This design comes from an exercise in tuning for small area, a short achievable clock period and few clock cycles on the open sky130 flow, not from production work. At most, simulation tests tie the RTL to the original design; equivalence was not proved. Only the layout flow was run in runs 2 to 4, 6 and 7; the RTL was not checked for function there. Power figures rest on the tool's default switching activity, not on a simulated workload.

`design/flow/design.v`:
```
module frame_reader (
    input  wire       clk,
    input  wire       rst,
    input  wire       in_valid,
    output wire       in_ready,
    input  wire [7:0] in_data,
    output wire       out_valid,
    input  wire       out_ready,
    output wire [7:0] out_data,
    output wire       out_last,
    output wire       out_discard
);
    localparam [7:0] MAGIC0      = 8'h55;
    localparam [7:0] MAGIC1      = 8'hAA;
    localparam [7:0] MAX_PAYLOAD = 8'd57;
    reg [7:0]  frame_buf [0:63];
    reg [6:0]  count;           
    reg [7:0]  len;             
    reg [15:0] crc;             
    reg [7:0]  rx_crc_lo;       
    reg        draining;
    reg        drain_discard;
    reg [5:0]  rd_ptr;
    reg [5:0]  rd_last;
    wire take = in_valid && in_ready;
    wire give = out_valid && out_ready;
    assign in_ready    = !draining;
    assign out_valid   = draining;
    assign out_data    = frame_buf[rd_ptr];
    assign out_last    = (rd_ptr == rd_last);
    assign out_discard = drain_discard;
    reg [15:0] crc_base;
    reg [15:0] crc_next;
    integer    i;
    always @* begin
        crc_base = (count == 7'd4) ? 16'h0000 : crc;
        crc_next = crc_base ^ {8'h00, in_data};
        for (i = 0; i < 8; i = i + 1) begin
            if (crc_next[0])
                crc_next = (crc_next >> 1) ^ 16'h8408;
            else
                crc_next = crc_next >> 1;
        end
    end
    wire [8:0] end_payload = 9'd4 + {1'b0, len};    
    wire [8:0] pos_crc_lo  = 9'd5 + {1'b0, len};
    wire [8:0] pos_crc_hi  = 9'd6 + {1'b0, len};
    wire [8:0] pos         = {2'b00, count};
    always @(posedge clk) begin
        if (rst) begin
            count    <= 7'd0;
            draining <= 1'b0;
        end else begin
            if (give) begin
                if (out_last)
                    draining <= 1'b0;
                else
                    rd_ptr <= rd_ptr + 6'd1;
            end
            if (take) begin
                if (count == 7'd0) begin
                    if (in_data == MAGIC0) begin
                        frame_buf[0] <= in_data;
                        count        <= 7'd1;
                    end
                end else if (count == 7'd1) begin
                    if (in_data == MAGIC1) begin
                        frame_buf[1] <= in_data;
                        count        <= 7'd2;
                    end else if (in_data != MAGIC0) begin
                        count <= 7'd0;
                    end
                end else begin
                    frame_buf[count[5:0]] <= in_data;
                    if (count == 7'd4) begin
                        len <= in_data;
                        crc <= crc_next;
                        if (in_data > MAX_PAYLOAD) begin
                            count         <= 7'd0;
                            draining      <= 1'b1;
                            drain_discard <= 1'b1;
                            rd_ptr        <= 6'd0;
                            rd_last       <= 6'd4;
                        end else begin
                            count <= 7'd5;
                        end
                    end else if (count >= 7'd5 && pos <= end_payload) begin
                        crc   <= crc_next;
                        count <= count + 7'd1;
                    end else if (pos == pos_crc_lo) begin
                        rx_crc_lo <= in_data;
                        count     <= count + 7'd1;
                    end else if (pos == pos_crc_hi) begin
                        count    <= 7'd0;
                        draining <= 1'b1;
                        if ({in_data, rx_crc_lo} == crc) begin
                            drain_discard <= 1'b0;
                            rd_ptr        <= 6'd2;
                            rd_last       <= end_payload[5:0];
                        end else begin
                            drain_discard <= 1'b1;
                            rd_ptr        <= 6'd0;
                            rd_last       <= pos_crc_hi[5:0];
                        end
                    end else begin
                        count <= count + 7'd1;
                    end
                end
            end
        end
    end
endmodule
```
`design/flow/run.sh`:
```
#!/bin/bash
# synth_recipe.tcl (not shown) runs the flow's synth.tcl, then flattens the netlist and writes it again
# the make line also repeats each setting of config.mk as NAME=value (left out here)
make -C /OpenROAD-flow-scripts/flow DESIGN_CONFIG=/design/flow/config.mk WORK_HOME=/design/flow/orfs CLKGATE_MAP_FILE= SYNTH_SCRIPT=/design/flow/synth_recipe.tcl finish
```
`design/flow/config.mk`:
```
export PLATFORM = sky130hd
export DESIGN_NAME = frame_reader
export DESIGN_NICKNAME = frame_reader
export VERILOG_FILES = /design/flow/design.v
export SDC_FILE = /design/flow/constraint.sdc
export NUM_CORES = 4
export LEC_CHECK = 0
export CAP_MARGIN = 20
export CORE_MARGIN = 2
export CORE_UTILIZATION = 40
export PLACE_DENSITY = 0.6
export SLEW_MARGIN = 20
```
`design/flow/constraint.sdc`:
```
create_clock -name core_clock -period 6.0 [get_ports {clk}]
set_input_delay 1.2000 -clock core_clock [delete_from_list [all_inputs] [get_ports {clk}]]
set_output_delay 1.2000 -clock core_clock [all_outputs]
set_load 0.01 [all_outputs]
```
==> results of run 1 <==
## power by group
| part | total [W] | switching [W] | leakage (nW) | internal [W] |
|---|---|---|---|---|
| clock | 0.00363 | 0.00151 | 0.922 | 0.00212 |
| sequential | 0.00443 | 0.0000389 | 5.12 | 0.00439 |
| combinational | 0.000528 | 0.000323 | 2.38 | 0.000205 |
| total | 0.00859 | 0.00187 | 8.42 | 0.00672 |
## registers in the layout (all words and copies together) (netlist names), named ones only
register / cells
frame_buf: 512
crc: 16
len: 8
rx_crc_lo: 8
count: 7
rd_last: 6
rd_ptr: 6
drain_discard: 1
draining: 1
## logic make-up after synthesis
group,Yosys count,synth area share
buf+inv,74,0.0133
mux,171,0.162
simple gates,223,0.0462
compound gates,62,0.0182
fa+ha+maj,16,0.00851
xor+xnor,78,0.0290
flops,571,0.723
## per-stage QoR
stage	util	area [um2]
2_1_floorplan	-	23500
3_3_place_gp	0.426	24700
3_5_place_dp	0.426	24700
4_1_cts	0.459	26600
5_1_grt	0.459	26600
6_report	0.459	26600
## tightest hold or removal path, stage by stage, from the launching register on
cell and delay, ns:
dfxtp_1 0.37, xnor2_1 0.18, nor3_1 0.04
## final timing paths
| path | end | slack (ns) | cells after the start |
|---|---|---|---|
| max reg2reg | frame_buf[28][1] | 2.17 | 8 |
| min | count[6] | 0.64 | 2 |
| min reg2reg | count[6] | 0.64 | 2 |
| max | out_data[2] | 0.85 | 5 |
## cell usage in the layout (no fill, tap or decap), drive strengths merged, types with 3 or more instances in the layout
master	synthesis	final
dfxtp	14	14
clkinvlp	0	4
and3	3	3
nor2b	5	5
nand3b	4	4
xnor2	36	36
mux2i	3	3
nand3	20	20
nand4b	5	5
or3	8	8
nor2	98	98
nand4	8	8
nand2b	4	4
xor2	42	42
a31oi	3	3
nand2	35	35
bufinv	0	7
nor3	12	12
nor4	8	8
a21oi	20	20
and2	3	3
edfxtp	557	557
clkbuf	39	74
clkdlybuf4s50	0	15
buf	26	39
ha	16	16
inv	9	10
mux4	168	168
o21ai	17	17
clkinv	0	18
## layout make-up
| type | instances | share of cell area |
|---|---|---|
| Clock inverter | 30 | 0.0138 |
| Tap cell | 765 | 0.0360 |
| Clock buffer | 74 | 0.0580 |
| Inverter | 9 | 0.00127 |
| Antenna cell | 2 | 0.000188 |
| Sequential cell | 571 | 0.640 |
| Multi-Input combinational cell | 550 | 0.234 |
| Timing Repair Buffer | 54 | 0.0173 |
## layer usage
layer	wire length (um)	global-route usage	vias to the layer above
met2	26100	0.289	395
li1	-	-	4980
met5	0	0	-
met1	23800	0.266	6211
met4	1180	0.0468	0
met3	4110	0.0404	81
==> reports/results.txt, run 1 <==
Fraction of layout cells with a size suffix above 1 - 0.236
Finished Layout Cells - 2,055
Syn Area/Cell - 19.7 um2
Max-Cap Viols - 0
Ys async rst share - 0
Number of hold buffers added after CTS - 0
CP max-delay cell - dfxtp_4
Setup_tns - 0 ns
Total setup buffers inserted after CTS - 0
1st-iter DRT viols - 1,264
Gpl congestion - 0.775
Type of destination of the critical path - output port
Fin. Hold Viols - 0
Synth warn - 1
Vias in the first global route - 11,798
Routed Antenna Nets - 0
Post-synth top flop - edfxtp_1
Final #Nets - 1,272
Dpl cells - 1,949
Gates resized, CTS repair - 0
I/O Pins - 24
Number of iterations in the first detailed-routing pass - 5
DR vias - 11,667
CP dominant cell by count - mux4_2
Overall Power - 0.00859 W
Post-Syn Instances - 1,195
Area Growth Syn to Fin - 13.0%
Routed vias/inst - 5.68
Global-route wire length before repair - 81,400 um
CP Launch Type - flop
Port Buf Inserts - 23
Synth cell types - 59
Reported leakage power - 8.42 nW
Outcome - timing/DRC/antenna clean
Achievable frequency - 194 MHz
Clock-pin slew on the worst setup and hold paths - 0.06 ns
Max Root-Sink Buffers - 3
Setup WS pre-CTS - 1.38 ns
CP Class - flop to output port
Multi-input logic area - 6210 um2
Relative slew slack - 0.245
Final Cycle Share - 0.858
Sequential fraction of the synthesis area - 0.723
Cell area power density - 323 nW/um2
Core area - 57,900 um2
Total wire length - 55,200 um
Clock sink total - 571
Clock buffer count from CTS - 58
Biggest area consumer among synthesized cells - edfxtp_1
Actual slew at the worst max-slew pin - 1.13 ns
RSZ-0062 raised after global routing - no
Final-report setup violation count - 0
GRT Residual Overflow - 0
Initial core utilization - 0.406
Number of core rows - 88
Number of fill cells - 4,957
FF-to-FF Start - count[0]
Initial antenna violation count - 3
Post-DR wirelength/cell - 26.9 um
CP bufs+invs - 2
HP Class - flop to flop
Synth area leaders - edfxtp_1 (71%), mux4_2 (16%), nor2_1 (1.6%), xor2_1 (1.6%), xnor2_1 (1.3%)
Die X - 247 um
Die height - 247 um
CTS H-tree depth - 2
Setup ws final - 0.853 ns
Synth cell count leaders - edfxtp_1 (557), mux4_2 (168), nor2_1 (98)
Min-delay src - count[6]
Worst hold margin - 0.640 ns
Total die area - 60,800 um2
Critical path's top delay family - multiplexers
Largest net degree at the start of global routing - 70
Critical path required time - 4.80 ns
Final Skew - 0.0381 ns
CTS tree - done
#FFs+latches synth - 571
Register Area - 17,000 um2
Max incr delay on CP - 0.80 ns
Worst skew pair latency - 0.63 ns
Min cycle time layout - 5.15 ns
Hpwl dp - 34,300 um
Mapped Area - 23,500 um2
Worst-path maximum fanout - 33
Cell Chain, Critical Path - buf_4 > mux4_2 > mux4_2 > mux4_2 > clkdlybuf4s50_1
Max Transition Viols Final - 0
VDD IR max - 0.230 mV
Most frequent cell after synthesis - edfxtp_1
Number of enable flip-flop cells after synthesis - 557
Syn nets - 1,223
Clk root buf - clkbuf_16
Global-route usage over all layers - 0.186
Crit path DAT - 3.95 ns
Post-route DRC - 0
Synth top area share - 0.711
Testbench counts, summed over its fixed seeds: cycles 60,454.
==> run 2, diff against run 1 <==
==> design/flow/design.v (replaced) <==
module frame_reader (
    input  wire       clk,
    input  wire       rst,
    input  wire       in_valid,
    output wire       in_ready,
    input  wire [7:0] in_data,
    output wire       out_valid,
    input  wire       out_ready,
    output wire [7:0] out_data,
    output wire       out_last,
    output wire       out_discard
);
    localparam [7:0] MAGIC0      = 8'h55;
    localparam [7:0] MAGIC1      = 8'hAA;
    localparam [7:0] MAX_PAYLOAD = 8'd57;
    localparam [2:0] S_IDLE = 3'd0,    
                     S_M1   = 3'd1,    
                     S_ID   = 3'd2,    
                     S_LS   = 3'd3,    
                     S_LEN  = 3'd4,    
                     S_BODY = 3'd5;    
    reg        in_rdy_r;
    reg        bv;                     
    reg  [7:0] b;
    assign in_ready = in_rdy_r;
    always @(posedge clk) begin
        b  <= in_data;
        bv <= in_valid && in_rdy_r && !rst;
    end
    reg  [7:0] ring [0:63];
    reg  [6:0] wptr;                   
    reg  [6:0] rptr;                   
    reg  [2:0] st;
    reg  [5:0] rem;                    
    reg [15:0] crc;                    
    reg        dec_v;                  
    reg        dec_bad;                
    wire store = bv && (st == S_ID || st == S_LS || st == S_LEN || st == S_BODY);
    reg [15:0] crc_next;
    integer    i;
    always @* begin
        crc_next = ((st == S_LEN) ? 16'h0000 : crc) ^ {8'h00, b};
        for (i = 0; i < 8; i = i + 1) begin
            if (crc_next[0])
                crc_next = (crc_next >> 1) ^ 16'h8408;
            else
                crc_next = crc_next >> 1;
        end
    end
    always @(posedge clk) begin
        if (store)
            ring[wptr[5:0]] <= b;
    end
    localparam integer QD = 4;
    reg  [6:0] q_ent [0:QD-1];
    reg  [1:0] q_wp, q_rp;
    reg  [2:0] q_cnt;
    wire       push      = dec_v;
    wire       push_disc = dec_bad || (crc != 16'h0000);
    wire [5:0] push_last = push_disc ? (wptr[5:0] - 6'd1) : (wptr[5:0] - 6'd3);
    always @(posedge clk) begin
        if (rst) begin
            st    <= S_IDLE;
            wptr  <= 7'd0;
            dec_v <= 1'b0;
        end else begin
            dec_v <= 1'b0;
            if (push && !push_disc)
                wptr <= wptr - 7'd2;           
            else if (store)
                wptr <= wptr + 7'd1;
            if (bv) begin
                case (st)
                    S_IDLE: if (b == MAGIC0) st <= S_M1;
                    S_M1:   if (b == MAGIC1) st <= S_ID;
                            else if (b != MAGIC0) st <= S_IDLE;
                    S_ID:   st <= S_LS;
                    S_LS:   st <= S_LEN;
                    S_LEN: begin
                        rem <= b[5:0];
                        crc <= crc_next;
                        if (b > MAX_PAYLOAD) begin
                            st      <= S_IDLE;
                            dec_v   <= 1'b1;
                            dec_bad <= 1'b1;
                        end else begin
                            st <= S_BODY;
                        end
                    end
                    S_BODY: begin
                        rem <= rem - 6'd1;
                        crc <= crc_next;
                        if (rem == 6'h3F) begin
                            st      <= S_IDLE;
                            dec_v   <= 1'b1;
                            dec_bad <= 1'b0;
                        end
                    end
                    default: st <= S_IDLE;
                endcase
            end
        end
    end
    reg        ov;
    reg  [7:0] od;
    reg        ol;
    reg        odisc;
    reg  [1:0] pre;                    
    assign out_valid   = ov;
    assign out_data    = od;
    assign out_last    = ol;
    assign out_discard = odisc;
    wire       have     = (q_cnt != 3'd0);
    wire [6:0] head     = q_ent[q_rp];
    wire       h_disc   = head[6];
    wire       in_pre   = h_disc && !pre[1];
    wire       h_last   = !in_pre && (rptr[5:0] == head[5:0]);
    wire       adv      = !ov || out_ready;
    wire       pop      = adv && have && h_last;
    always @(posedge clk) begin
        if (adv) begin
            od    <= in_pre ? (pre[0] ? MAGIC1 : MAGIC0) : ring[rptr[5:0]];
            ol    <= h_last;
            odisc <= h_disc;
        end
        if (push)
            q_ent[q_wp] <= {push_disc, push_last};
        if (rst) begin
            ov    <= 1'b0;
            pre   <= 2'd0;
            rptr  <= 7'd0;
            q_wp  <= 2'd0;
            q_rp  <= 2'd0;
            q_cnt <= 3'd0;
        end else begin
            if (adv)
                ov <= have;
            if (adv && have) begin
                if (in_pre)
                    pre <= pre + 2'd1;
                else
                    rptr <= rptr + 7'd1;
                if (h_last)
                    pre <= 2'd0;
            end
            if (push)
                q_wp <= q_wp + 2'd1;
            if (pop)
                q_rp <= q_rp + 2'd1;
            q_cnt <= q_cnt + {2'b00, push} - {2'b00, pop};
        end
    end
    wire [6:0] occ = wptr - rptr;
    always @(posedge clk) begin
        if (rst)
            in_rdy_r <= 1'b1;
        else
            in_rdy_r <= (occ <= 7'd61) && (q_cnt <= QD - 1);
    end
endmodule
==> run 2 against run 1 <==
Clock skew is 0.016 ns lower. Sequential share of layout area rose by 0.88 points. Maximum frequency is 42% higher. Combinational power fell by 81%. First-iteration DRC count is 14% lower. Area after synthesis rose by 5.5%. Sequential cell count is 48 higher. Power grew 1.6%. Die area up 5.4%. Critical path depth up 4. Critical path type is now input pin to flop.
==> reports/results.txt, run 2 <==
Outcome - timing/DRC/antenna clean
GRT Residual Overflow - 0 (unchanged)
Max Transition Viols Final - 0 (unchanged)
Setup_tns - 0 ns (unchanged)
Most frequent cells in the layout - edfxtp_1 (573), mux4_2 (146), nor2_1 (113), clkbuf_16 (71), nand2_1 (56)
RSZ-0062 raised after global routing - no
Synth area leaders - edfxtp_1 (69%), mux4_2 (13%), dfxtp_1 (3.7%), nor2_1 (1.7%), xnor2_1 (1.4%)
Total wire length - 54,000 um (-2.2%)
Min-delay src - pre[1]
Largest net degree at the start of global routing - 84 (+20%)
DR vias - 12,116 (+3.8%)
Synth top area share - 0.693 (-0.0176)
Syn Area/Cell - 19.1 um2 (-2.8%)
Total die area - 64,100 um2 (+5.4%)
Hpwl dp - 31,700 um (-7.6%)
Post-DR wirelength/cell - 24.8 um (-7.9%)
Cell Chain, Critical Path - clkdlybuf4s50_1 > nand2b_1 > o31ai_1 > nor3_4 > ha_1 > inv_1 > ha_1 > fa_1 > nor2b_1
Initial core utilization - 0.404 (-0.00260)
Synth cell types - 55 (-6.8%)
Ys async rst share - 0 (unchanged)
Crit path DAT - 4.10 ns (+0.15 ns)
CTS H-tree depth - 3 (+1)
Critical Path Source - out_ready
I/O Pins - 24 (unchanged)
Setup WS pre-CTS - 1.77 ns (+0.390 ns)
Dpl cells - 2,067 (+6.1%)
Number of iterations in the first detailed-routing pass - 4 (-1)
Clock sink total - 619 (+8.4%)
Syn nets - 1,335 (+9.2%)
Int Power - 0.00700 W (+4.3%)
Clock buffer count from CTS - 66 (+14%)
Routed Antenna Nets - 0 (unchanged)
Synth cell count leaders - edfxtp_1 (573), mux4_2 (146), nor2_1 (113)
CP Class - input pin to flop
Post-Syn Instances - 1,297 (+8.5%)
VDD IR max - 0.215 mV (-6.3%)
Vias in the first global route - 12,638 (+7.1%)
Critical path's top delay family - simple AND/OR/NAND/NOR gates
Final #Nets - 1,383 (+8.7%)
HP Class - flop to flop
Synth warn - 1 (unchanged)
Sw Share - 0.197 (-0.0206)
Number of hold buffers added after CTS - 0 (unchanged)
Port Buf Inserts - 23 (unchanged)
Fin. Hold Viols - 0 (unchanged)
Number of enable flip-flop cells after synthesis - 573 (+2.9%)
# diodes - 0 (-2)
Finished Layout Cells - 2,182 (+6.2%)
Max incr delay on CP - 0.67 ns (-0.13 ns)
Number of fill cells - 5,237 (+5.6%)
Number of core rows - 91 (+3.4%)
Worst skew pair latency - 0.60 ns (-0.03 ns)
CP Launch Type - input pin
Combinational Power Share - 0.012 (-0.050)
Post-route DRC - 0 (unchanged)
Core area - 61,500 um2 (+6.2%)
CP bufs+invs - 2 (unchanged)
Die height - 253 um (+2.7%)
CTS tree - done
1st-iter DRT viols - 1,083 (-14%)
Sequential share of power - 0.540 (+0.024)
Post-synth top flop - edfxtp_1
Max-Cap Viols - 0 (unchanged)
Actual slew at the worst max-slew pin - 1.06 ns (-0.0714 ns)
Setup ws final - 2.37 ns (+1.52 ns)
Area Growth Syn to Fin - 12.7%
Fraction of layout cells with a size suffix above 1 - 0.196 (-0.0399)
Type of destination of the critical path - flop
Critical path required time - 6.47 ns (+1.67 ns)
Final-report setup violation count - 0 (unchanged)
Worst-path maximum fanout - 12 (-64%)
Initial antenna violation count - 1 (-2)
Max Root-Sink Buffers - 3 (unchanged)
Clock share of power - 0.448 (+0.026)
Mapped Area - 24,800 um2 (+5.5%)
Reported leakage power - 8.57 nW (+1.7%)
Global-route usage over all layers - 0.173 (-0.0122)
Number of flip-flops in the largest register - 512 (unchanged)
Cell area power density - 312 nW/um2 (-3.4%)
Min cycle time layout - 3.63 ns (-1.52 ns)
CP max-delay cell - nand2b_1
Routed vias/inst - 5.55 (-2.2%)
Total setup buffers inserted after CTS - 0 (unchanged)
Clk root buf - clkbuf_16
Die X - 253 um (+2.7%)
Clock-pin slew on the worst setup and hold paths - 0.06 ns (about the same)
Switching power - 0.00172 W (-8.0%)
Sequential fraction of the synthesis area - 0.730 (+0.00760)
Most frequent cell after synthesis - edfxtp_1
Achievable frequency - 275 MHz (+42%)
Gates resized, CTS repair - 0 (unchanged)
Biggest area consumer among synthesized cells - edfxtp_1
Final Cycle Share - 0.605 (-0.253)
Most common cell after layout, fill and taps aside - edfxtp_1
Global-route wire length before repair - 81,400 um (about the same)
#FFs+latches synth - 619 (+8.4%)
Relative slew slack - 0.292 (+0.0478)
CP dominant cell by count - ha_1
Final Skew - 0.0222 ns (-0.0159 ns)
Gpl congestion - 0.809 (+4.4%)
==> run 2: cell count changes after synthesis, sizes merged, moves of 15 or more <==
cell,delta
xor2,-17
nand3,-17
dfxtp,+32
mux4,-17
mux2i,+19
nand2,+22
a211oi,+17
inv,+17
edfxtp,+16
nor2,+15
==> run 2: cells by family after synthesis <==
logic type      after synthesis  synth area share
flops                       619             0.730
simple gates                252            0.0475
compound gates               76            0.0218
xor+xnor                     64            0.0226
mux                         175             0.148
fa+ha+maj                    26            0.0140
buf+inv                      85            0.0162
==> run 2: final cells by class <==
cell class,count,area (um2),share of cell area
sequential,619,18100,0.649
multi-input combinational,593,6300,0.225
clock buffer,87,1910,0.0682
tap,790,988,0.0353
timing repair buffer,39,375,0.0134
clock inverter,28,164,0.00586
inverter,26,97.6,0.00349
==> run 2: power groups by stage <==
| stage | registers, W | logic [W] | clock network, W |
|---|---|---|---|
| global placement | 0.00481 | 0.0000977 | 0 |
| finish | 0.00471 | 0.000101 | 0.00391 |
| detailed placement | 0.00481 | 0.000104 | 0 |
| floorplan | 0.00483 | 0.0000231 | 0 |
| global route | 0.00471 | 0.000110 | 0.00414 |
| CTS | 0.00471 | 0.000104 | 0.00398 |
==> run 2: final timing paths <==
kind	endpoint	slack (ns)	cells past startpoint
worst min register to register	pre[1]	0.53	2
worst min-delay path	pre[1]	0.53	2
worst max-delay path	q_cnt[1]	2.37	9
worst max register to register	od[7]	2.62	6
==> run 2: worst min-delay path, stage by stage, from the launching register on <==
cell and delay, ns:
dfxtp_1 0.33, nor2_1 0.11, nor3_1 0.05
==> run 2: per-layer routing <==
layer / up-vias / global-route usage / share of wire
met3: 99 / 0.0378 / 0.056
li1: 5283 / - / -
met5: - / 0 / 0.00024
met1: 6370 / 0.239 / 0.43
met4: 2 / 0.0533 / 0.026
met2: 362 / 0.277 / 0.48
==> run 2: per-stage QoR <==
| step | total power [W] | area, um2 | hold slack [ns] | utilization |
|---|---|---|---|---|
| 2_1_floorplan | 0.00486 | 24800 | 0.485 | - |
| 3_3_place_gp | 0.00490 | 25900 | 0.504 | 0.421 |
| 3_5_place_dp | 0.00491 | 25900 | 0.512 | 0.421 |
| 4_1_cts | 0.00880 | 28000 | 0.533 | 0.455 |
| 5_1_grt | 0.00897 | 28000 | 0.546 | 0.455 |
| 6_report | 0.00872 | 28000 | 0.530 | 0.455 |
==> run 3, diff against run 2 <==
--- a/design/flow/config.mk
+++ b/design/flow/config.mk
@@ -9,4 +9,6 @@
 export CORE_MARGIN = 2
 export CORE_UTILIZATION = 40
 export PLACE_DENSITY = 0.6
+export SETUP_SLACK_MARGIN = 3.8
 export SLEW_MARGIN = 20
+export TNS_END_PERCENT = 100
==> run 3 against run 2 <==
Worst hold slack improved by 0.012 ns. Die area unchanged. Sequential share of layout area shrank 4.6 points. Clock skew fell by 0.0057 ns. Sequential cell count unchanged. Sequential power is essentially flat. Count of clock-buffer cells in the layout increased by 3. Global-route usage increased by 1.1 points. Setup slack gained 0.82 ns. Area after synthesis is the same. Via count up 3.9%. Clock power down 3%. Largest cell class unchanged.
==> reports/results.txt, run 3 <==
Main combinational cell family by area after synthesis - multiplexers
Total wire length - 58,100 um (+7.6%)
Synth Area in Adders - 0.0140 (unchanged)
Post-Synth XOR/XNOR Area - 0.0226 (unchanged)
Relative slew slack - 0.448 (+0.156)
Most common cell after layout, fill and taps aside - edfxtp_1
R2R Setup Slk - 3.19 ns (+0.57 ns)
RSZ-0062 raised after global routing - yes
Total die area - 64,100 um2 (unchanged)
Global-route wire length before repair - 86,400 um (+6.2%)
Synth area leaders - edfxtp_1 (69%), mux4_2 (13%), dfxtp_1 (3.7%), nor2_1 (1.7%), xnor2_1 (1.4%)
Type of destination of the critical path - flop
Final #Nets - 1,476 (+6.7%)
Max incr delay on CP - 0.55 ns (-0.12 ns)
CP Launch Type - flop
#FFs+latches synth - 619 (unchanged)
Initial antenna violation count - 0 (-1)
Vias in the first global route - 12,964 (+2.6%)
Actual slew at the worst max-slew pin - 0.827 ns (-0.230 ns)
Number of core rows - 91 (unchanged)
Gpl congestion - 0.778 (-3.9%)
Fraction of layout cells with a size suffix above 1 - 0.352 (+0.156)
Max Transition Viols Final - 0 (unchanged)
HP Class - flop to flop
CP max-delay cell - mux4_2
Simple-gate share of the synthesized area - 0.0475 (unchanged)
Number of iterations in the first detailed-routing pass - 5 (+1)
CP Class - flop to flop
Compound-Gate Fraction of Synth Area - 0.0218 (unchanged)
Final Skew - 0.0165 ns (-0.00572 ns)
Final Cycle Share - 0.469 (-0.136)
Critical path's top delay family - adder cells
Achievable frequency - 355 MHz (+29%)
Max-Cap Viols - 0 (unchanged)
Port Buf Inserts - 23 (unchanged)
Outcome - timing/DRC/antenna clean
Largest net degree at the start of global routing - 72 (-14%)
Clock sink total - 619 (unchanged)
I/O Pins - 24 (unchanged)
Setup_tns - 0 ns (unchanged)
Routed vias/inst - 5.52 (-0.51%)
Most frequent cell after synthesis - edfxtp_1
Clock-pin slew on the worst setup and hold paths - 0.06 ns (about the same)
Number of fill cells - 4,922 (-6.0%)
Clock buffer count from CTS - 61 (-7.6%)
Worst hold margin - 0.542 ns (+0.0117 ns)
Reported leakage power - 9.32 nW (+8.8%)
Clk root buf - clkbuf_16
Critical path required time - 6.51 ns (+0.04 ns)
Post-route DRC - 0 (unchanged)
Post-synth top flop - edfxtp_1
VDD IR max - 0.212 mV (-1.3%)
Number of hold buffers added after CTS - 0 (unchanged)
Mux cell area share after synthesis - 0.148 (unchanged)
Biggest area consumer among synthesized cells - edfxtp_1
CTS H-tree depth - 2 (-1)
Fin. Hold Viols - 0 (unchanged)
Syn Area/Cell - 19.1 um2 (unchanged)
Reg2Reg Depth - 11 (+5)
Ys async rst share - 0 (unchanged)
Hold Path Stages - 2 (unchanged)
Most frequent cells in the layout - edfxtp_1 (573), mux4_2 (149), clkbuf_16 (67), buf_4 (62), nor2_4 (61)
1st-iter DRT viols - 1,294 (+19%)
CTS tree - done
Synth cell types - 55 (unchanged)
Area Growth Syn to Fin - 21.6%
Post-Syn Instances - 1,297 (unchanged)
GRT Residual Overflow - 0 (unchanged)
Min cycle time layout - 2.81 ns (-0.817 ns)
Final-report setup violation count - 0 (unchanged)
Syn nets - 1,335 (unchanged)
Sequential fraction of the synthesis area - 0.730 (unchanged)
Cell Chain, Critical Path - mux4_2 > xnor2_2 > nor4_2 > buf_4 > nand2_4 > nor3_4 > ha_1 > inv_2 > ha_4 > fa_1 > nor2b_1
Crit path DAT - 3.32 ns (-0.78 ns)
Die height - 253 um (unchanged)
Post-DR wirelength/cell - 25.5 um (+3.1%)
Reg2Reg Capture Point - q_cnt[1]
Synth top area share - 0.693 (unchanged)
Synth warn - 1 (unchanged)
Worst-path maximum fanout - 6 (-6)
Number of enable flip-flop cells after synthesis - 573 (unchanged)
DR vias - 12,585 (+3.9%)
CP bufs+invs - 2 (unchanged)
Core area - 61,500 um2 (unchanged)
Hpwl dp - 31,700 um (about the same)
Routed Antenna Nets - 0 (unchanged)
Mapped Area - 24,800 um2 (unchanged)
Max Root-Sink Buffers - 3 (unchanged)
Number of flip-flops in the largest register - 512 (unchanged)
Global-route usage over all layers - 0.185 (+0.0115)
Initial core utilization - 0.404 (unchanged)
Cell area power density - 285 nW/um2 (-8.5%)
Worst skew pair latency - 0.63 ns (+0.03 ns)
Min-delay src - q_rp[1]
Synth cell count leaders - edfxtp_1 (573), mux4_2 (146), nor2_1 (113)
Die X - 253 um (unchanged)
# diodes - 0 (unchanged)
## run 3: cell counts after synthesis
Identical to the previous run, type by type.
## run 3: power breakdown
part	internal [W]	switching, W	leakage, nW
Sequential	0.00471	0.00000928	5.55
Clock	0.00221	0.00159	0.965
Combinational	0.0000241	0.0000751	2.80
## run 3: worst max-delay path by stage
stage                     endpoint      start  slack [ns]  cells past startpoint
after floorplan           q_cnt[1]       flop        3.17                     11
after global routing      q_cnt[1]       flop        3.09                     11
final                     q_cnt[1]       flop        3.19                     11
after global placement    q_cnt[1]  out_ready        2.52                      9
after CTS                 q_cnt[1]       flop        3.18                     11
after detailed placement  q_cnt[1]  out_ready        2.51                      9
## run 3: per-stage QoR
stage	utilization	power [W]	instances	area [um2]	worst slack, ns
finish	0.491	0.00861	2278	30200	3.19
detailed placement	0.422	0.00491	2066	25900	2.51
global route	0.491	0.00884	2278	30200	3.09
CTS	0.483	0.00867	2251	29700	3.18
global placement	0.422	0.00490	2066	25900	2.52
floorplan	-	0.00485	1297	24900	3.17
## run 3: cell families (layout without fill, tap and decap cells)
logic type / count (synthesis) / after routing
XOR/XNOR: 64 / 64
AND/OR/NAND/NOR: 252 / 253
flip-flops: 619 / 619
buffers and inverters: 85 / 275
AO/OA/AOI/OAI: 76 / 76
adder cells (fa/ha/maj): 26 / 26
multiplexers: 175 / 175
## run 3: per-layer routing
metal | part of all wire | global-route usage
met1 | 0.44 | 0.265
met2 | 0.48 | 0.293
met3 | 0.054 | 0.0275
met4 | 0.024 | 0.0571
met5 | 0 | 0
## run 3: area by class of cell
class	count	area, um2	area share
inverters	26	108	0.00357
well taps	790	988	0.0328
clock buffers	90	1740	0.0576
flip-flops and latches	619	18200	0.602
repair buffers	136	1770	0.0586
multi-input cells	594	7150	0.237
clock inverters	23	238	0.00788
## run 3: timing repair
action / in CTS / in global routing
cloned: 14 / 3
buffers inserted: 58 / 24
resized for setup: 265 / 49
endpoints found under the setup margin: 590 / 535
pin swaps: 31 / 13
## run 3: worst register-to-register path: cells and delay by family, from the launching register on
family                     cells  cell delay, ns
DFF                            1            0.39
muxes                          1            0.55
xor gates and xnor gates       1            0.16
buffers and inverters          2            0.24
adders and majority gates      3            0.77
and+or+nand+nor                4            0.59
==> run 4, diff against run 3 <==
--- a/design/flow/config.mk
+++ b/design/flow/config.mk
@@ -5,6 +5,7 @@
 export SDC_FILE = /design/flow/constraint.sdc
 export NUM_CORES = 4
 export LEC_CHECK = 0
+export ABC_CLOCK_PERIOD_IN_PS = 2000
 export CAP_MARGIN = 20
 export CORE_MARGIN = 2
 export CORE_UTILIZATION = 40
==> run 4 against run 3 <==
Synthesized cell count unchanged. Sequential share of layout area unchanged. Critical path depth unchanged. Critical endpoint unchanged. Highest routed layer unchanged.
==> reports/results.txt, run 4 <==
VDD IR max - 0.212 mV (unchanged)
Global-route wire length before repair - 86,400 um (unchanged)
Post-DR wirelength/cell - 25.5 um (unchanged)
Largest net degree at the start of global routing - 72 (unchanged)
Compound-Gate Fraction of Synth Area - 0.0218 (unchanged)
Total die area - 64,100 um2 (unchanged)
Hpwl dp - 31,700 um (unchanged)
Synth cell types - 55 (unchanged)
Cell area power density - 285 nW/um2 (unchanged)
Mux cell area share after synthesis - 0.148 (unchanged)
Synth top area share - 0.693 (unchanged)
Fin. Hold Viols - 0 (unchanged)
Min cycle time layout - 2.81 ns (unchanged)
Synth warn - 1 (unchanged)
Syn nets - 1,335 (unchanged)
1st-iter DRT viols - 1,294 (unchanged)
Max Root-Sink Buffers - 3 (unchanged)
Post-Synth XOR/XNOR Area - 0.0226 (unchanged)
Syn Area/Cell - 19.1 um2 (unchanged)
Clock buffer count from CTS - 61 (unchanged)
Mapped Area - 24,800 um2 (unchanged)
Vias in the first global route - 12,964 (unchanged)
Post-route DRC - 0 (unchanged)
Max incr delay on CP - 0.55 ns (about the same)
Critical path required time - 6.51 ns (about the same)
Final-report setup violation count - 0 (unchanged)
HP Class - flop to flop
Initial antenna violation count - 0 (unchanged)
Synth cell count leaders - edfxtp_1 (573), mux4_2 (146), nor2_1 (113)
Final #Nets - 1,476 (unchanged)
# diodes - 0 (unchanged)
Gpl congestion - 0.778 (unchanged)
Achievable frequency - 355 MHz (unchanged)
Total wire length - 58,100 um (unchanged)
Hold Path Stages - 2 (unchanged)
Routed Antenna Nets - 0 (unchanged)
Type of destination of the critical path - flop
Routed vias/inst - 5.52 (unchanged)
Most frequent cell after synthesis - edfxtp_1
Most frequent cells in the layout - edfxtp_1 (573), mux4_2 (149), clkbuf_16 (67), buf_4 (62), nor2_4 (61)
Global-route usage over all layers - 0.185 (unchanged)
Relative slew slack - 0.448 (unchanged)
DR vias - 12,585 (unchanged)
Number of iterations in the first detailed-routing pass - 5 (unchanged)
Reported leakage power - 9.32 nW (unchanged)
Die X - 253 um (unchanged)
Final core occ - 0.491 (unchanged)
Post-synth top flop - edfxtp_1
Actual slew at the worst max-slew pin - 0.827 ns (unchanged)
Final Skew - 0.0165 ns (unchanged)
Clock-pin slew on the worst setup and hold paths - 0.06 ns (about the same)
Synth area leaders - edfxtp_1 (69%), mux4_2 (13%), dfxtp_1 (3.7%), nor2_1 (1.7%), xnor2_1 (1.4%)
I/O Pins - 24 (unchanged)
CP Class - flop to flop
CTS tree - done
Number of core rows - 91 (unchanged)
Initial core utilization - 0.404 (unchanged)
Reg2Reg Depth - 11 (unchanged)
Worst-path maximum fanout - 6 (unchanged)
Max-Cap Viols - 0 (unchanged)
Ys async rst share - 0 (unchanged)
Number of flip-flops in the largest register - 512 (unchanged)
GRT Residual Overflow - 0 (unchanged)
CP Launch Type - flop
Outcome - timing/DRC/antenna clean
Post-Syn Instances - 1,297 (unchanged)
Crit path DAT - 3.32 ns (about the same)
Biggest area consumer among synthesized cells - edfxtp_1
Main combinational cell family by area after synthesis - multiplexers
Port Buf Inserts - 23 (unchanged)
#FFs+latches synth - 619 (unchanged)
Max Transition Viols Final - 0 (unchanged)
Area Growth Syn to Fin - 21.6% (unchanged)
Core area - 61,500 um2 (unchanged)
RSZ-0062 raised after global routing - yes
Worst skew pair latency - 0.63 ns (about the same)
Number of enable flip-flop cells after synthesis - 573 (unchanged)
Overall Power - 0.00861 W (unchanged)
CTS H-tree depth - 2 (unchanged)
Clk root buf - clkbuf_16
Most common cell after layout, fill and taps aside - edfxtp_1
Final Cycle Share - 0.469 (unchanged)
Cell Chain, Critical Path - mux4_2 > xnor2_2 > nor4_2 > buf_4 > nand2_4 > nor3_4 > ha_1 > inv_2 > ha_4 > fa_1 > nor2b_1
Synth Area in Adders - 0.0140 (unchanged)
Setup_tns - 0 ns (unchanged)
CP max-delay cell - mux4_2
Clock sink total - 619 (unchanged)
Fraction of layout cells with a size suffix above 1 - 0.352 (unchanged)
Simple-gate share of the synthesized area - 0.0475 (unchanged)
Sequential fraction of the synthesis area - 0.730 (unchanged)
Die height - 253 um (unchanged)
## run 4: cell counts after synthesis
Identical to the previous run, type by type.
## run 4: layout make-up
cell class	count	area [um2]
clock buffer	90	1740
clock inverter	23	238
fill	4922	31300
inverter	26	108
multi-input combinational	594	7150
sequential	619	18200
tap	790	988
timing repair buffer	136	1770
## run 4: final timing paths
path,from,end,slack [ns]
setup / recovery,flop,q_cnt[1],3.19
hold / removal,q_rp[1],flop,0.54
setup reg to reg,flop,q_cnt[1],3.19
hold reg to reg,q_rp[1],flop,0.54
## run 4: through the flow
stage | cell area, um2 | setup WS [ns] | hold WS (ns) | std cells
floorplan | 24900 | 3.17 | 0.485 | 1297
global placement | 25900 | 2.52 | 0.501 | 2066
detailed placement | 25900 | 2.51 | 0.505 | 2066
CTS | 29700 | 3.18 | 0.540 | 2251
global route | 30200 | 3.09 | 0.574 | 2278
finish | 30200 | 3.19 | 0.542 | 2278
## run 4: worst max-delay path, delay by kind of cell (launching register included)
family,cells,cell delay [ns]
adder cells (fa/ha/maj),3,0.77
AND/OR/NAND/NOR,4,0.58
multiplexers,1,0.55
flip-flops,1,0.39
buffers and inverters,2,0.24
XOR/XNOR,1,0.16
## run 4: routing by layer
layer  global-route usage  up-vias  wire [um]
li1                     -     5494          -
met4               0.0571        0       1410
met2                0.293      332      27900
met3               0.0275       84       3120
met1                0.265     6675      25700
met5                    0        -          0
## run 4: timing repair
item / CTS / global route
gates cloned: 14 / 3
gates resized for setup: 265 / 49
endpoints found under the hold margin: 0 / 0
pin swaps: 31 / 13
endpoints found under the setup margin: 590 / 535
hold buffers: 0 / 0
setup buffers: 58 / 24
## run 4: kinds of logic after synthesis
logic type | Yosys count
adder cells (fa/ha/maj) | 26
XOR/XNOR | 64
AND/OR/NAND/NOR | 252
flip-flops | 619
multiplexers | 175
AO/OA/AOI/OAI | 76
buffers and inverters | 85
## run 4: power breakdown
| group | switching [W] | internal, W | total [W] |
|---|---|---|---|
| clock network | 0.00159 | 0.00221 | 0.00380 |
| registers | 0.00000928 | 0.00471 | 0.00472 |
| logic | 0.0000751 | 0.0000241 | 0.0000992 |
| total | 0.00167 | 0.00694 | 0.00861 |
==> run 5, diff against run 4 <==
--- a/design/flow/design.v
+++ b/design/flow/design.v
@@ -51,10 +51,8 @@
         if (store)
             ring[wptr[5:0]] <= b;
     end
-    localparam integer QD = 4;
-    reg  [6:0] q_ent [0:QD-1];
-    reg  [1:0] q_wp, q_rp;
-    reg  [2:0] q_cnt;
+    reg  [6:0] q_ent [0:3];
+    reg  [2:0] q_wp, q_rp;             
     wire       push      = dec_v;
     wire       push_disc = dec_bad || (crc != 16'h0000);
     wire [5:0] push_last = push_disc ? (wptr[5:0] - 6'd1) : (wptr[5:0] - 6'd3);
@@ -101,60 +99,91 @@
             end
         end
     end
+    always @(posedge clk) begin
+        if (push)
+            q_ent[q_wp[1:0]] <= {push_disc, push_last};
+        if (rst)
+            q_wp <= 3'd0;
+        else if (push)
+            q_wp <= q_wp + 3'd1;
+    end
     reg        ov;
     reg  [7:0] od;
     reg        ol;
     reg        odisc;
+    reg        cur_v;
+    reg        cur_disc;
+    reg  [5:0] cur_last;
     reg  [1:0] pre;                    
+    reg  [7:0] rsel_hi;
+    reg  [7:0] rsel_lo;
     assign out_valid   = ov;
     assign out_data    = od;
     assign out_last    = ol;
     assign out_discard = odisc;
-    wire       have     = (q_cnt != 3'd0);
-    wire [6:0] head     = q_ent[q_rp];
-    wire       h_disc   = head[6];
-    wire       in_pre   = h_disc && !pre[1];
-    wire       h_last   = !in_pre && (rptr[5:0] == head[5:0]);
-    wire       adv      = !ov || out_ready;
-    wire       pop      = adv && have && h_last;
+    wire       have   = (q_wp != q_rp);
+    wire [6:0] head   = q_ent[q_rp[1:0]];
+    wire       in_pre = cur_disc && !pre[1];
+    wire       b_last = !in_pre && (rptr[5:0] == cur_last);
+    wire       adv    = !ov || out_ready;
+    wire       load   = !cur_v || b_last;    
+    reg  [7:0] rdata;
+    reg  [7:0] grp;
+    integer    g, k;
+    always @* begin
+        rdata = 8'h00;
+        for (g = 0; g < 8; g = g + 1) begin
+            grp = 8'h00;
+            for (k = 0; k < 8; k = k + 1)
+                grp = grp | (ring[8 * g + k] & {8{rsel_lo[k]}});
+            rdata = rdata | (grp & {8{rsel_hi[g]}});
+        end
+    end
     always @(posedge clk) begin
         if (adv) begin
-            od    <= in_pre ? (pre[0] ? MAGIC1 : MAGIC0) : ring[rptr[5:0]];
-            ol    <= h_last;
-            odisc <= h_disc;
+            od    <= in_pre ? (pre[0] ? MAGIC1 : MAGIC0) : rdata;
+            ol    <= b_last;
+            odisc <= cur_disc;
+            if (load) begin
+                cur_disc <= head[6];
+                cur_last <= head[5:0];
+            end
         end
-        if (push)
-            q_ent[q_wp] <= {push_disc, push_last};
         if (rst) begin
-            ov    <= 1'b0;
-            pre   <= 2'd0;
-            rptr  <= 7'd0;
-            q_wp  <= 2'd0;
-            q_rp  <= 2'd0;
-            q_cnt <= 3'd0;
-        end else begin
-            if (adv)
-                ov <= have;
-            if (adv && have) begin
-                if (in_pre)
+            ov      <= 1'b0;
+            cur_v   <= 1'b0;
+            pre     <= 2'd0;
+            rptr    <= 7'd0;
+            rsel_hi <= 8'h01;
+            rsel_lo <= 8'h01;
+            q_rp    <= 3'd0;
+        end else if (adv) begin
+            ov <= cur_v;
+            if (load) begin
+                cur_v <= have;
+                if (have)
+                    q_rp <= q_rp + 3'd1;
+            end
+            if (cur_v) begin
+                if (in_pre) begin
                     pre <= pre + 2'd1;
-                else
-                    rptr <= rptr + 7'd1;
-                if (h_last)
+                end else begin
+                    rptr    <= rptr + 7'd1;
+                    rsel_lo <= {rsel_lo[6:0], rsel_lo[7]};
+                    if (rsel_lo[7])
+                        rsel_hi <= {rsel_hi[6:0], rsel_hi[7]};
+                end
+                if (b_last)
                     pre <= 2'd0;
             end
-            if (push)
-                q_wp <= q_wp + 2'd1;
-            if (pop)
-                q_rp <= q_rp + 2'd1;
-            q_cnt <= q_cnt + {2'b00, push} - {2'b00, pop};
         end
     end
-    wire [6:0] occ = wptr - rptr;
+    wire [6:0] occ  = wptr - rptr;
+    wire [2:0] qcnt = q_wp - q_rp;
     always @(posedge clk) begin
         if (rst)
             in_rdy_r <= 1'b1;
         else
-            in_rdy_r <= (occ <= 7'd61) && (q_cnt <= QD - 1);
+            in_rdy_r <= (occ <= 7'd61) && (qcnt <= 3'd3);
     end
 endmodule
--- a/design/flow/config.mk
+++ b/design/flow/config.mk
@@ -5,7 +5,6 @@
 export SDC_FILE = /design/flow/constraint.sdc
 export NUM_CORES = 4
 export LEC_CHECK = 0
-export ABC_CLOCK_PERIOD_IN_PS = 2000
 export CAP_MARGIN = 20
 export CORE_MARGIN = 2
 export CORE_UTILIZATION = 40
==> run 5 against run 4 <==
Still clean on timing, DRC and antenna. Sequential share of layout area increased by 1.1 points. Non-clock buffer count increased by 59. Critical path depth decreased by 10. Sequential cell count increased by 15. Highest routed layer unchanged.
==> reports/results.txt, run 5 <==
FF-to-FF Start - crc[4]
Clock sink total - 634 (+2.4%)
Area Growth Syn to Fin - 24.1%
Synth top area share - 0.714 (+0.0209)
Achievable frequency - 407 MHz (+14%)
Most frequent cells in the layout - edfxtp_1 (580), a22oi_1 (250), buf_4 (104), clkbuf_16 (76), nand4_1 (71)
Largest net degree at the start of global routing - 71 (-1.4%)
Most common cell after layout, fill and taps aside - edfxtp_1
Fin. Hold Viols - 0 (unchanged)
Max Transition Viols Final - 0 (unchanged)
CTS H-tree depth - 3 (+1)
Design area - 30,300 um2 (+0.35%)
Actual slew at the worst max-slew pin - 0.784 ns (-0.0434 ns)
Hold Path Stages - 2 (unchanged)
GRT Residual Overflow - 0 (unchanged)
CP bufs+invs - 1 (-1)
Vias in the first global route - 14,895 (+15%)
Clock-pin slew on the worst setup and hold paths - 0.06 ns (about the same)
Global-route wire length before repair - 96,700 um (+12%)
Most frequent cell after synthesis - edfxtp_1
Final Skew - 0.0258 ns (+0.00928 ns)
Syn nets - 1,574 (+18%)
Ys async rst share - 0 (unchanged)
Final #Nets - 1,742 (+18%)
Synth area leaders - edfxtp_1 (71%), a22oi_1 (8.2%), dfxtp_1 (4.4%), nand4_1 (1.8%), nor2_1 (1.5%)
#FFs+latches synth - 634 (+2.4%)
Synth cell types - 62 (+13%)
Setup_tns - 0 ns (unchanged)
Reg2Reg Capture Point - q_ent[1][5]
Outcome - timing/DRC/antenna clean
Clock buffer count from CTS - 66 (+8.2%)
Number of core rows - 90 (-1.1%)
Finished Layout Cells - 2,536 (+11%)
M1 GR Usage - 0.281 (+0.0153)
I/O Pins - 24 (unchanged)
Synth cell count leaders - edfxtp_1 (580), a22oi_1 (268), nor2_1 (95)
Clk root buf - clkbuf_16
Type of destination of the critical path - output port
Dpl cells - 2,271 (+9.9%)
Synth warn - 1 (unchanged)
CP Launch Type - flop
Initial core utilization - 0.404 (about the same)
Min cycle time layout - 2.46 ns (-0.355 ns)
Number of enable flip-flop cells after synthesis - 580 (+1.2%)
Die height - 251 um (-0.86%)
Biggest area consumer among synthesized cells - edfxtp_1
Total wire length - 67,300 um (+16%)
DR vias - 15,044 (+20%)
Global-route usage over all layers - 0.208 (+0.0230)
Critical path required time - 4.80 ns (-1.71 ns)
Number of flip-flops in the largest register - 512 (unchanged)
Syn Area/Cell - 15.9 um2 (-17%)
Port Buf Inserts - 23 (unchanged)
Number of iterations in the first detailed-routing pass - 6 (+1)
Core area - 60,400 um2 (-1.8%)
Total die area - 63,000 um2 (-1.7%)
Initial antenna violation count - 1 (+1)
Max-Cap Viols - 0 (unchanged)
Max Root-Sink Buffers - 3 (unchanged)
Hpwl dp - 35,800 um (+13%)
VDD IR max - 0.216 mV (+1.9%)
Final-report setup violation count - 0 (unchanged)
R2R Setup Slk - 3.79 ns (+0.60 ns)
CP Class - flop to output port
Met2 usage - 0.332 (+0.0393)
Post-DP Area - 25,500 um2 (-1.8%)
Busiest grt layer - met2
Die X - 251 um (-0.86%)
Post-Syn Instances - 1,536 (+18%)
HP Class - flop to flop
Cell area power density - 322 nW/um2 (+13%)
Min-delay src - in_rdy_r
Worst skew pair latency - 0.61 ns (-0.02 ns)
RSZ-0062 raised after global routing - yes
Post-DR wirelength/cell - 26.5 um (+4.1%)
Sequential fraction of the synthesis area - 0.758 (+0.0281)
Final Cycle Share - 0.410 (-0.0592)
Cell Chain, Critical Path - buf_6
Worst-path maximum fanout - 1 (-5)
Reported leakage power - 9.61 nW (+3.1%)
Crit path DAT - 1.26 ns (-2.06 ns)
1st-iter DRT viols - 2,005 (+55%)
CTS tree - done
Overall Power - 0.00975 W (+13%)
Hold Path End - bv
Gpl congestion - 0.812 (+4.4%)
Post-synth top flop - edfxtp_1
M3 GR Usage - 0.0425 (+0.0149)
Mapped Area - 24,400 um2 (-1.7%)
Fraction of layout cells with a size suffix above 1 - 0.256 (-0.0964)
Critical path's top delay family - flip-flops
Relative slew slack - 0.477 (+0.0290)
Worst hold margin - 0.493 ns (-0.0486 ns)
Routed vias/inst - 5.93 (+7.4%)
Post-route DRC - 0 (unchanged)
Number of hold buffers added after CTS - 0 (unchanged)
Routed Antenna Nets - 0 (unchanged)
Max incr delay on CP - 0.48 ns (-0.07 ns)
Reg2Reg Depth - 7 (-4)
CP max-delay cell - edfxtp_1
## run 5: worst max-delay path by stage
| stage | to | cells after the start | slack, ns | from |
|---|---|---|---|---|
| global placement | rptr[5] | 7 | 2.85 | out_ready |
| detailed placement | rptr[5] | 7 | 2.89 | out_ready |
| floorplan | dec_bad | 4 | 3.18 | rst |
| finish | out_data[0] | 1 | 3.54 | od[0] |
| global route | out_data[0] | 1 | 3.52 | od[0] |
| CTS | out_data[5] | 1 | 3.52 | od[5] |
## run 5: metal layers
layer	vias to the layer above	part of all wire	wire, um
met5	-	0	0
li1	6476	-	-
met1	7611	0.40	26800
met2	802	0.48	32100
met3	155	0.089	5960
met4	0	0.036	2450
## run 5: kinds of logic (layout without fill, tap and decap cells)
kind of cell / count (synthesis) / after routing / share of synthesized area
buf+inv: 122 / 338 / 0.0201
fa+ha+maj: 26 / 26 / 0.0143
simple gates: 314 / 314 / 0.0659
mux: 17 / 17 / 0.0108
flops: 634 / 634 / 0.758
xor+xnor: 59 / 59 / 0.0215
compound gates: 364 / 364 / 0.109
other cells: 0 / 2 / 0
## run 5: power breakdown
group | leakage, nW | internal, W | switching, W
sequential | 5.69 | 0.00490 | 0.0000839
clock | 1.01 | 0.00225 | 0.00168
combinational | 2.90 | 0.000309 | 0.000529
## run 5: repair_timing
item | 4_1_cts | 5_1_grt
gates resized for setup | 246 | 69
hold endpoints to repair | 0 | 0
pin swaps | 56 | 25
setup buffers | 107 | 28
endpoints found under the setup margin | 565 | 443
cloned | 4 | 8
## run 5: final cells by class
| cell class | instances | area [um2] |
|---|---|---|
| fillers | 4892 | 30100 |
| clock inverters | 33 | 273 |
| inverters | 27 | 120 |
| clock buffers | 83 | 1790 |
| repair buffers | 195 | 2320 |
| well taps | 782 | 978 |
| multi-input cells | 780 | 6240 |
| diodes | 2 | 5.00 |
| flip-flops and latches | 634 | 18600 |
## run 5: metrics by stage
step | util | setup WS [ns]
finish | 0.502 | 3.54
global route | 0.502 | 3.52
global placement | 0.422 | 2.85
floorplan | - | 3.18
detailed placement | 0.422 | 2.89
CTS | 0.490 | 3.52
## run 5: worst min-delay path, stage by stage (launching register included)
cell and delay (ns):
dfxtp_4 0.36, nand2_1 0.06, nor2_1 0.04
Testbench counts of run 5, summed over its fixed seeds: cycles 32,841.
==> run 6, diff against run 5 <==
--- a/design/flow/design.v
+++ b/design/flow/design.v
@@ -35,6 +35,8 @@
     reg [15:0] crc;                    
     reg        dec_v;                  
     reg        dec_bad;                
+    reg  [5:0] dec_ld;                 
+    reg  [5:0] dec_la;                 
     wire store = bv && (st == S_ID || st == S_LS || st == S_LEN || st == S_BODY);
     reg [15:0] crc_next;
     integer    i;
@@ -55,14 +57,14 @@
     reg  [2:0] q_wp, q_rp;             
     wire       push      = dec_v;
     wire       push_disc = dec_bad || (crc != 16'h0000);
-    wire [5:0] push_last = push_disc ? (wptr[5:0] - 6'd1) : (wptr[5:0] - 6'd3);
+    wire [5:0] push_last = push_disc ? dec_ld : dec_la;
     always @(posedge clk) begin
         if (rst) begin
             st    <= S_IDLE;
             wptr  <= 7'd0;
             dec_v <= 1'b0;
         end else begin
-            dec_v <= 1'b0;
+            dec_v  <= 1'b0;
             if (push && !push_disc)
                 wptr <= wptr - 7'd2;           
             else if (store)
@@ -100,6 +102,8 @@
         end
     end
     always @(posedge clk) begin
+        dec_ld <= wptr[5:0];
+        dec_la <= wptr[5:0] - 6'd2;
         if (push)
             q_ent[q_wp[1:0]] <= {push_disc, push_last};
         if (rst)
@@ -111,6 +115,9 @@
     reg  [7:0] od;
     reg        ol;
     reg        odisc;
+    reg  [7:0] h_od;
+    reg        h_ol;
+    reg        h_odisc;
     reg        cur_v;
     reg        cur_disc;
     reg  [5:0] cur_last;
@@ -139,11 +146,15 @@
             rdata = rdata | (grp & {8{rsel_hi[g]}});
         end
     end
-    always @(posedge clk) begin
+    wire [7:0] nd = in_pre ? (pre[0] ? MAGIC1 : MAGIC0) : rdata;
+    always @(posedge clk) begin
+        od    <= adv ? nd : ~h_od;
+        ol    <= adv ? b_last : ~h_ol;
+        odisc <= adv ? cur_disc : ~h_odisc;
         if (adv) begin
-            od    <= in_pre ? (pre[0] ? MAGIC1 : MAGIC0) : rdata;
-            ol    <= b_last;
-            odisc <= cur_disc;
+            h_od    <= ~nd;
+            h_ol    <= ~b_last;
+            h_odisc <= ~cur_disc;
             if (load) begin
                 cur_disc <= head[6];
                 cur_last <= head[5:0];
==> run 6 against run 5 <==
Cell count up 0.55%. Register-to-register slack lost 0.13 ns. Setup slack improved by 0.12 ns. Critical path type is now flop to flop. Non-clock buffer count decreased by 70. Core utilization fell by 0.40 points. Highest routed layer unchanged. First-iteration DRC count down 17%.
==> reports/results.txt, run 6 <==
Syn nets - 1,590 (+1.0%)
Worst skew pair latency - 0.61 ns (about the same)
Clock sink total - 655 (+3.3%)
Number of iterations in the first detailed-routing pass - 8 (+2)
I/O Pins - 24 (unchanged)
Synth cell types - 73 (+18%)
VDD IR max - 0.223 mV (+2.9%)
Worst-path maximum fanout - 6 (+5)
Sequential fraction of the synthesis area - 0.757 (-0.00122)
Ys async rst share - 0 (unchanged)
WL met1 - 27,100 um (+0.98%)
CP Class - flop to flop
GRT Residual Overflow - 0 (unchanged)
Gpl congestion - 0.828 (+1.9%)
Post-DP Area - 26,100 um2 (+2.4%)
Fraction of layout cells with a size suffix above 1 - 0.246 (-0.00936)
Initial core utilization - 0.405 (+0.000766)
Fin. Hold Viols - 0 (unchanged)
Number of fill cells - 5,078 (+3.8%)
Critical path required time - 6.49 ns (+1.69 ns)
Vias in the first global route - 14,813 (-0.55%)
Global-route usage over all layers - 0.215 (+0.00710)
Met2 wire len - 33,400 um (+3.9%)
Synth area leaders - edfxtp_1 (70%), a22oi_1 (7.7%), dfxtp_1 (6.0%), nor2_1 (1.3%), xnor2_1 (1.2%)
Initial antenna violation count - 0 (-1)
Achievable frequency - 427 MHz (+5.1%)
1st-iter DRT viols - 1,666 (-17%)
Worst hold margin - 0.398 ns (-0.0954 ns)
Most frequent cells in the layout - edfxtp_1 (580), a22oi_1 (220), clkbuf_16 (73), nor2_4 (64), nand2_1 (62)
Top Metal Used - met4
Number of enable flip-flop cells after synthesis - 580 (unchanged)
HP Class - flop to flop
Reported leakage power - 9.57 nW (-0.36%)
Final-report setup violation count - 0 (unchanged)
Die X - 254 um (+1.2%)
Global-route wire length before repair - 101,000 um (+4.2%)
Relative slew slack - 0.388 (-0.0894)
Syn Area/Cell - 16.1 um2 (+1.3%)
Setup_tns - 0 ns (unchanged)
CP Launch Type - flop
Most frequent cell after synthesis - edfxtp_1
CTS tree - done
Routed vias/inst - 5.89 (-0.67%)
Synth top area share - 0.697 (-0.0170)
Clock-pin slew on the worst setup and hold paths - 0.06 ns (about the same)
Min cycle time layout - 2.34 ns (-0.120 ns)
Mapped Area - 25,000 um2 (+2.4%)
Clock buffer count from CTS - 68 (+3.0%)
Area Growth Syn to Fin - 22.9%
Cell area power density - 338 nW/um2 (+5.0%)
Synth cell count leaders - edfxtp_1 (580), a22oi_1 (256), nor2_1 (88)
Synth warn - 1 (unchanged)
Final Cycle Share - 0.390 (-0.0200)
Final core occ - 0.498 (-0.00399)
DR vias - 15,025 (-0.13%)
Post-DR wirelength/cell - 27.1 um (+2.1%)
Crit path DAT - 2.83 ns (+1.57 ns)
Max Root-Sink Buffers - 3 (unchanged)
#FFs+latches synth - 655 (+3.3%)
Core area - 61,700 um2 (+2.2%)
Final #Nets - 1,697 (-2.6%)
Largest net degree at the start of global routing - 72 (+1.4%)
Total wire length - 69,100 um (+2.7%)
Max Transition Viols Final - 0 (unchanged)
Clk root buf - clkbuf_16
# diodes - 0 (-2)
CTS H-tree depth - 3 (unchanged)
Die height - 254 um (+1.2%)
Post-synth top flop - edfxtp_1
Actual slew at the worst max-slew pin - 0.917 ns (+0.133 ns)
Post-route DRC - 0 (unchanged)
Routed Antenna Nets - 0 (unchanged)
RSZ-0062 raised after global routing - yes
Max-Cap Viols - 0 (unchanged)
Biggest area consumer among synthesized cells - edfxtp_1
Most common cell after layout, fill and taps aside - edfxtp_1
Number of hold buffers added after CTS - 0 (unchanged)
Type of destination of the critical path - flop
Design area - 30,700 um2 (+1.4%)
Wire length on met3 - 6340 um (+6.3%)
Total die area - 64,500 um2 (+2.4%)
Outcome - timing/DRC/antenna clean
Post-Syn Instances - 1,554 (+1.2%)
Number of flip-flops in the largest register - 512 (unchanged)
Final Skew - 0.0258 ns (+0.0000447 ns)
Hpwl dp - 36,500 um (+2.0%)
Number of core rows - 91 (+1.1%)
Port Buf Inserts - 23 (unchanged)
==> run 6: cell count changes in the layout (fill, tap and decap cells not counted), moves of 16 or more <==
cell / delta
a22oi_2: +18
nand4_1: -29
a41oi_1: +19
dfxtp_1: +16
a22oi_1: -30
buf_4: -60
==> run 6: through the flow <==
| step | power, W | setup WS [ns] | instances |
|---|---|---|---|
| after floorplan | 0.00575 | 3.74 | 1554 |
| after global placement | 0.00609 | 2.36 | 2347 |
| after detailed placement | 0.00610 | 2.36 | 2347 |
| after CTS | 0.0104 | 3.65 | 2529 |
| after global routing | 0.0107 | 3.65 | 2550 |
| final | 0.0104 | 3.66 | 2550 |
==> run 6: area by class of cell <==
cell class	instances	area, um2	area share
clock buffer	93	1930	0.0629
inverter	33	149	0.00485
multi-input combinational	777	6470	0.211
sequential	655	19000	0.618
clock inverter	29	264	0.00860
timing repair buffer	125	1850	0.0601
tap	837	1050	0.0341
timing repair inverter	1	8.76	0.000285
==> run 6: what timing repair did <==
action                     CTS  global route
setup endpoints to repair  560           381
pin swaps                   38            35
gates cloned                16             3
gates resized for setup    322            42
buffers inserted            44            18
==> run 6: path summary, 6_finish.rpt <==
| path | from | end | slack, ns | cells after the start |
|---|---|---|---|---|
| worst max-delay path | rsel_lo[2] | od[1] | 3.66 | 6 |
| worst min-delay path | h_od[0] | od[0] | 0.40 | 1 |
| worst max register to register | rsel_lo[2] | od[1] | 3.66 | 6 |
| worst min register to register | h_od[0] | od[0] | 0.40 | 1 |
==> run 6: logic make-up after synthesis <==
logic type	Yosys count	synth area share
AND/OR/NAND/NOR	284	0.0576
multiplexers	30	0.0160
adder cells (fa/ha/maj)	24	0.0126
flip-flops	655	0.757
XOR/XNOR	60	0.0218
AO/OA/AOI/OAI	378	0.113
buffers and inverters	123	0.0214
==> run 6: report_power, final <==
part	leakage (nW)	total, W	switching [W]	internal (W)
clock	1.07	0.00416	0.00173	0.00243
sequential	5.86	0.00518	0.0000956	0.00509
combinational	2.64	0.00105	0.000597	0.000451
==> run 6: routing by layer <==
layer / track usage / vias to the layer above
li1: - / 6460
met1: 0.283 / 7683
met2: 0.350 / 737
met3: 0.0509 / 145
met4: 0.0743 / 0
met5: 0 / -
==> run 6: critical path, cell delays in order, from the launching register on <==
cell      delay, ns
dfxtp_4        0.42
buf_16         0.18
a22oi_2        0.20
nand4_1        0.23
a222oi_1       0.77
a32o_2         0.34
mux2i_1        0.08
==> run 7, diff against run 6 <==
--- a/design/flow/config.mk
+++ b/design/flow/config.mk
@@ -8,7 +8,9 @@
 export CAP_MARGIN = 20
 export CORE_MARGIN = 2
 export CORE_UTILIZATION = 40
+export CTS_CLUSTER_DIAMETER = 100
+export CTS_CLUSTER_SIZE = 30
 export PLACE_DENSITY = 0.6
-export SETUP_SLACK_MARGIN = 3.8
+export SETUP_SLACK_MARGIN = 3.7
 export SLEW_MARGIN = 20
 export TNS_END_PERCENT = 100
==> run 7 against run 6 <==
Clock skew is 0.016 ns higher. Via count is 5.0% lower. Routed wire length is 6.8% lower. Critical path type unchanged. Largest power group unchanged. Die area stayed put. Combinational power is 4% lower. Power is 19% lower. Setup slack worse by 0.14 ns. Largest cell class unchanged.
==> reports/results.txt, run 7 <==
Clock sink total - 655 (unchanged)
Worst hold margin - 0.423 ns (+0.0252 ns)
Mapped Area - 25,000 um2 (unchanged)
DR vias - 14,271 (-5.0%)
Syn nets - 1,590 (unchanged)
Total die area - 64,500 um2 (unchanged)
Most frequent cell after synthesis - edfxtp_1
Fraction of layout cells with a size suffix above 1 - 0.183 (-0.0631)
Post-DR wirelength/cell - 26.3 um (-2.8%)
Gpl congestion - 0.821 (-0.86%)
Cell area power density - 295 nW/um2 (-13%)
Die X - 254 um (unchanged)
Area Growth Syn to Fin - 14.3%
Cell Chain, Critical Path - buf_12 > buf_16 > a22oi_2 > nand4_1 > a222oi_1 > a32o_2 > mux2i_1
Actual slew at the worst max-slew pin - 0.901 ns (-0.0160 ns)
Clock share of power - 0.266 (-0.134)
Synth cell types - 73 (unchanged)
Biggest area consumer among synthesized cells - edfxtp_1
Clock buffer count from CTS - 26 (-62%)
CTS H-tree depth - 1 (-2)
Die height - 254 um (unchanged)
Synth warn - 1 (unchanged)
Syn Area/Cell - 16.1 um2 (unchanged)
Clock-pin slew on the worst setup and hold paths - 0.11 ns (+0.05 ns)
Final #Nets - 1,626 (-4.2%)
Largest net degree at the start of global routing - 72 (unchanged)
CP Launch Type - flop
Relative slew slack - 0.399 (+0.0115)
Post-Syn Instances - 1,554 (unchanged)
Synth cell count leaders - edfxtp_1 (580), a22oi_1 (256), nor2_1 (88)
Crit path DAT - 2.99 ns (+0.16 ns)
Number of iterations in the first detailed-routing pass - 5 (-3)
Max Root-Sink Buffers - 3 (unchanged)
VDD IR max - 0.205 mV (-7.9%)
Synth area leaders - edfxtp_1 (70%), a22oi_1 (7.7%), dfxtp_1 (6.0%), nor2_1 (1.3%), xnor2_1 (1.2%)
# diodes - 0 (unchanged)
Worst-path maximum fanout - 6 (unchanged)
Synth top area share - 0.697 (unchanged)
Sw Share - 0.242 (+0.00940)
Max incr delay on CP - 0.82 ns (+0.05 ns)
Number of fill cells - 5,350 (+5.4%)
Register Area - 19,000 um2 (about the same)
CP bufs+invs - 2 (+1)
Clk root buf - clkbuf_16
Routed vias/inst - 5.83 (-1.0%)
Final core occ - 0.463 (-0.0350)
Critical path's top delay family - compound AO/OA/AOI/OAI gates
Type of destination of the critical path - flop
CP max-delay cell - a222oi_1
Int Power - 0.00637 W (-20%)
CP Class - flop to flop
Sequential fraction of the synthesis area - 0.757 (unchanged)
CTS tree - done
RSZ-0062 raised after global routing - yes
Fin. Hold Viols - 0 (unchanged)
I/O Pins - 24 (unchanged)
Hpwl dp - 35,600 um (-2.3%)
Sequential share of power - 0.614 (+0.115)
Most frequent cells in the layout - edfxtp_1 (580), a22oi_1 (243), nor2_4 (62), nand2_1 (61), dfxtp_1 (46)
Max-Cap Viols - 0 (unchanged)
#FFs+latches synth - 655 (unchanged)
Critical path required time - 6.51 ns (+0.02 ns)
Achievable frequency - 404 MHz (-5.5%)
Final Skew - 0.0418 ns (+0.0159 ns)
Vias in the first global route - 13,886 (-6.3%)
Global-route usage over all layers - 0.198 (-0.0171)
Initial antenna violation count - 0 (unchanged)
Ys async rst share - 0 (unchanged)
Multi-input logic area - 6310 um2 (-2.5%)
Setup_tns - 0 ns (unchanged)
Reported leakage power - 8.54 nW (-11%)
GRT Residual Overflow - 0 (unchanged)
Worst skew pair latency - 0.63 ns (+0.02 ns)
Post-route DRC - 0 (unchanged)
Port Buf Inserts - 23 (unchanged)
Initial core utilization - 0.405 (unchanged)
Number of flip-flops in the largest register - 512 (unchanged)
Total wire length - 64,500 um (-6.8%)
HP Class - flop to flop
Number of enable flip-flop cells after synthesis - 580 (unchanged)
Final-report setup violation count - 0 (unchanged)
Most common cell after layout, fill and taps aside - edfxtp_1
Switching power - 0.00204 W (-16%)
Max Transition Viols Final - 0 (unchanged)
Outcome - timing/DRC/antenna clean
Combinational Power Share - 0.120 (+0.019)
Global-route wire length before repair - 93,800 um (-6.9%)
Core area - 61,700 um2 (unchanged)
Routed Antenna Nets - 0 (unchanged)
Number of core rows - 91 (unchanged)
Number of hold buffers added after CTS - 0 (unchanged)
1st-iter DRT viols - 1,478 (-11%)
Final Cycle Share - 0.413 (+0.0227)
Post-synth top flop - edfxtp_1
Min cycle time layout - 2.48 ns (+0.136 ns)
## run 7: cell counts after synthesis
Identical to the previous run, type by type.
## run 7: power by group through the flow
stage / Clock, W / Sequential [W] / Combinational [W]
after CTS: 0.00227 / 0.00517 / 0.000981
after global placement: 0 / 0.00530 / 0.000797
after floorplan: 0 / 0.00525 / 0.000490
after global routing: 0.00241 / 0.00518 / 0.00108
after detailed placement: 0 / 0.00530 / 0.000808
final: 0.00224 / 0.00516 / 0.00101
## run 7: per-stage QoR
step                      instances  cell area, um2  setup WS (ns)  total power (W)
final                          2447           28600           3.52          0.00841
after global routing           2447           28600           3.57          0.00867
after CTS                      2432           28000           3.44          0.00842
after detailed placement       2346           26000           2.46          0.00611
after global placement         2346           26000           2.46          0.00610
after floorplan                1554           25000           3.58          0.00574
## run 7: cells by family after synthesis
logic type      after synthesis  share of synthesized area
fa+ha+maj                    24                     0.0126
mux                          30                     0.0160
xor+xnor                     60                     0.0218
compound gates              378                      0.113
buf+inv                     123                     0.0214
flops                       655                      0.757
simple gates                284                     0.0576
## run 7: routing by layer
layer / global-route usage / wire length (um) / part of all wire
met5: 0 / 0 / 0
met4: 0.0613 / 2090 / 0.032
met3: 0.0331 / 4890 / 0.076
met2: 0.322 / 30800 / 0.48
met1: 0.272 / 26600 / 0.41
## run 7: repair_timing
item,CTS,global route
pin swaps,16,32
endpoints found under the setup margin,549,517
cloned,4,2
endpoints found under the hold margin,0,0
setup buffers,34,13
gates resized for setup,243,67
## run 7: path summary, 6_finish.rpt
kind                            startpoint    end  slack (ns)  depth (start not counted)
worst max register to register  rsel_lo[1]  od[5]        3.52                          7
worst max-delay path            rsel_lo[1]  od[5]        3.52                          7
worst min-delay path               h_od[6]  od[6]        0.42                          1
worst min register to register     h_od[6]  od[6]        0.42                          1
## run 7: worst reg2reg max path: stages (launching register included)
cell	delay, ns
dfxtp_4	0.41
buf_12	0.16
buf_16	0.15
a22oi_2	0.18
nand4_1	0.21
a222oi_1	0.82
a32o_2	0.36
mux2i_1	0.09
## run 7: area by class of cell
cell class	instances	share of cell area
sequential	655	0.665
multi-input combinational	776	0.221
timing repair buffer	97	0.0453
tap	837	0.0367
clock buffer	45	0.0260
inverter	33	0.00473
clock inverter	3	0.00140
timing repair inverter	1	0.000175

Setup slack of run 7, layout unchanged: 3.525 ns with ideal ports, 3.525 ns with driving cells assumed (clock clkbuf_16, inputs buf_2), 3.103 ns with port delays also shifted by the 0.666 ns mid clock arrival.
